Context: an optimization exercise on an open-source flow, tuned for small area, a short achievable clock period and few clock cycles. The choices shown serve that exercise and are no tape-out recipe.
Power figures rest on the tool's default switching activity, not on a simulated workload.

// batbot_codec
module batbot_codec (
    input  wire       clk,
    input  wire       rst,           
    input  wire       rx_valid,
    input  wire [7:0] rx_data,
    input  wire       rx_last,
    output wire       rx_ready,
    output wire       tx_valid,
    output wire [7:0] tx_data,
    output wire       tx_last,
    input  wire       tx_ready,
    input  wire [3:0] enc_a,
    input  wire [3:0] enc_b
);
For scale: roughly 500 flip-flops, ~32 I/O pins, about 27000 um2 of cells after synthesis.
export LEC_CHECK = 0
export CAP_MARGIN = 20
export CORE_MARGIN = 2
export CORE_UTILIZATION = 50
export CTS_BUF_LIST = sky130_fd_sc_hd__clkbuf_16
export CTS_CLUSTER_DIAMETER = 60
export CTS_CLUSTER_SIZE = 22
export PLACE_DENSITY = 0.65
export SLEW_MARGIN = 20
create_clock -name core_clock -period 10.0 [get_ports {clk}]
standard.sh (not shown) runs the stock make flow with config.mk's settings and CLKGATE_MAP_FILE= SYNTH_SCRIPT=/design/flow/synth_recipe.tcl, a recipe that flattens the netlist after the stock synthesis.
==> flow/flow/run.sh <==
#!/bin/bash
# The standard layout, with two changes to how it is made:
#  - the port buffers are buf_4 cells
#  - repair_timing aims for more setup slack than the standard flow does
set -euo pipefail
bash standard.sh \
  "BUFFER_PORTS_ARGS=-buffer_cell sky130_fd_sc_hd__buf_4" \
  SETUP_SLACK_MARGIN=${MARGIN:-6.85} \
  finish > standard.log 2>&1
Edit:
--- a/flow/design.v
+++ b/flow/design.v
@@ -130,23 +130,23 @@
             8'd3:    np_calc = (flen == 5'd5);
             8'd4:    np_calc = (flen == 5'd10);
             8'd5:    np_calc = (flen == 5'd4);
             8'd6:    np_calc = (flen == 5'd6);
             default: np_calc = 1'b0;
         endcase
     end
     wire [2:0]  pos_n = done ? 3'd0 : (pos == 3'd5) ? pos : pos + 3'd1;
     wire [4:0]  cnt_n = (pos == 3'd2) ? in_d[4:0] : (cnt != 5'd0) ? cnt - 5'd1 : cnt;
     wire        in_v_n    = take | (in_v & ~consume);
     wire        in_last_n = take ? rx_last : in_last;
-    wire        f_full_n  = (f_full & !pop) | ((f_cnt == FDEP - 1) & push & !pop);
+    wire        f_full_n  = f_full | ((f_cnt == FDEP - 1) & push);
     wire        hold_n    = in_v_n & in_last_n & f_full_n;
     wire        r_full_n  = ring_full | ((rcnt == RCAP - 1) & wr_ring);
     wire        echo_pn   = consume ? ((pos == 3'd4) ? (in_d == 8'd0) : (pos == 3'd5) & is_echo & (cnt_n >= 5'd3))
                                     : (pos == 3'd5) & is_echo & (cnt >= 5'd3);
     wire        rblk_n    = echo_pn & r_full_n;
     wire [RB:0] rcnt_p = rcnt + 1'b1;
     wire [RB:0] rcnt_m = rcnt - 1'b1;
     wire [RB:0] ccnt_m = ccnt - 1'b1;
     wire [RB:0] rcnt_a = discard ? ccnt   : wr_ring ? rcnt_p : rcnt;
     wire [RB:0] rcnt_r = discard ? ccnt_m : wr_ring ? rcnt   : rcnt_m;
     wire [RB:0] ccnt_a = commit ? (wr_ring ? rcnt_p : rcnt) : ccnt;
@@ -255,34 +255,33 @@
     wire        h_echo = (h_typ == T_ECHO);
     wire        h_ang  = (h_typ == T_ANGLE);
     wire [7:0]  h_id   = (h_typ == T_ERR) ? h_inf[7:0] : {6'd0, h_inf[1:0]};
     wire [4:0]  h_len  = h_echo ? h_inf[6:2] : h_ang ? 5'd6 : 5'd5;
     wire        h_body = (tp == 3'd5);
     wire        h_crch = h_body && (tleft == 5'd2);
     wire        h_last = h_body && (tleft == 5'd1);
     wire        h_ring = h_echo && h_body && (tleft >= 5'd3);
     wire        h_wait;
     wire [15:0] tcrc_nx = crc_update(tc_first ? 16'h0000 : tcrc, tx_data_r);
     reg         dbusy;
-    reg  [7:0]  vlo;             
     reg  [1:0]  dph;             
     reg  [1:0]  did_r;
     reg  [2:0]  dcnt;
     reg         dneg;
     reg  [7:0]  drem;
     reg  [11:0] dq;
     wire        cand_head = f_has && (tp == 3'd0) && h_ang;
     wire        cand_next = (f_cnt >= 2) && (tp != 3'd0) && (f_typ[1] == T_ANGLE);
     wire        dgo       = !dbusy && (cand_head || cand_next);
     wire [1:0]  did       = cand_head ? h_inf[1:0] : f_inf[1][1:0];
-    wire [15:0] tsel = {drem[3:0], dq};
+    wire [15:0] tsel = ticks[did_r];
     wire [15:0] tu   = tsel[15] ? ~tsel : tsel;
     wire [19:0] x18  = {tu, 4'd0} + {3'd0, tu, 1'b0} + (tsel[15] ? 20'd18 : 20'd0);
     wire [10:0] b2   = {1'b0, drem, dq[11], dq[10]};
     wire [10:0] s1   = b2 - 11'd175;
     wire [10:0] s2   = b2 - 11'd350;
     wire [10:0] s3   = b2 - 11'd525;
     wire        ge1  = !s1[10];
     wire        ge2  = !s2[10];
     wire        ge3  = !s3[10];
     wire [7:0]  rnx  = ge3 ? s3[7:0] : ge2 ? s2[7:0] : ge1 ? s1[7:0] : b2[7:0];
     wire [1:0]  qd   = ge3 ? 2'd3 : ge2 ? 2'd2 : ge1 ? 2'd1 : 2'd0;
@@ -292,60 +291,54 @@
     always @(*) begin
         case (tp)
             3'd0: tbyte = 8'hFF;
             3'd1: tbyte = 8'h00;
             3'd2: tbyte = {3'd0, h_len};
             3'd3: tbyte = h_id;
             3'd4: tbyte = (h_typ == T_ERR) ? 8'h01 : (h_typ == T_SHORT) ? {5'd0, h_inf[4:2]} :
                           h_ang ? 8'h02 : 8'h00;
             default: tbyte = (tleft == 5'd2) ? tcrc_nx[15:8] :
                              (tleft == 5'd1) ? tcrc[7:0] :
                              h_echo ? ring[rp] :
-                             h_ang ? ((tleft == 5'd4) ? vout[15:8] : vlo) :
+                             h_ang ? ((tleft == 5'd4) ? vout[15:8] : vout[7:0]) :
                              (h_typ == T_ERR) ? {5'd0, h_inf[9], ~h_inf[9], h_inf[8]} : 8'h00;
         endcase
     end
     wire can  = f_has && !h_wait;
     wire adv  = !tx_valid_r || tx_ready;
     wire load = adv && can;
     assign pop     = load && h_last;
     assign rd_ring = load && h_ring;
     assign setzero    = f_has && (tp == 3'd0) && (h_typ == T_SHORT) && (h_inf[4:2] == 3'd5);
     assign setzero_id = h_inf[1:0];
-    always @(posedge clk)
-        if (load && h_ang && h_body && (tleft == 5'd4))
-            vlo <= vout[7:0];
     always @(posedge clk) begin
         if (rst) begin
             dbusy <= 1'b0;
             dph   <= 2'd0;
         end else begin
             if (dgo) begin
                 dbusy <= 1'b1;
                 dph   <= 2'd3;
                 did_r <= did;
             end else if (dph == 2'd3) begin
-                dph   <= 2'd1;
-                {drem, dq} <= {4'd0, ticks[did_r]};
-            end else if (dph == 2'd1) begin
                 dph   <= 2'd2;
                 drem  <= x18[19:12];
                 dq    <= x18[11:0];
                 dneg  <= tsel[15];
                 dcnt  <= 3'd6;
             end else if (dcnt != 3'd0) begin
                 drem  <= rnx;
                 dq    <= {dq[9:0], qd};
                 dcnt  <= dcnt - 3'd1;
             end
-            if (load && h_ang && h_body && (tleft == 5'd4))
+            if (load && h_ang && h_body && (tleft == 5'd3))
                 dbusy <= 1'b0;
         end
     end
     always @(posedge clk) begin
         if (rst) begin
             tx_valid_r <= 1'b0;
             tp         <= 3'd0;
             rp         <= 0;
             tc_in      <= 1'b0;
         end else begin
             if (adv)
Result: Wire length shrinks by about 3.3%; design area decreases by 1.4%; utilization went up by 0.32 points; sequential power went down by about 2%; first-iteration DRC count went down by 16%.
No functional check of the RTL was part of any run of this note.

[afterwards: timing with drivers on the ports]
The flow's constraints put no driver on any port. The routed layouts listed below were extracted and timed again, unchanged, in two steps.
Step 1, drivers: a clkbuf_16 drives clk and a buf_2 each remaining input, both assumed.
Step 2 times the ports against the registers' clock, not the clock port: input delays grow and output delays shrink by t, the midpoint of the rising clock arrivals with the driver on.
a / b / c = ideal / step 1 / step 2; a / b = the first two.
run | shift t [ns] | setup slack, ns | worst setup path at the end | slew at the worst register clock pin (ns)
the first run | 0.648 | 6.806 / 6.742 / 6.289 | input to register | 0.09 / 0.09
the second run | 0.629 | 6.641 / 6.641 / 6.348 | input to register | 0.09 / 0.09
After both steps every run listed still meets setup and hold. The setup slack of the first run, which loses most, moves by -0.064 ns with the drivers and by -0.517 ns with both steps.
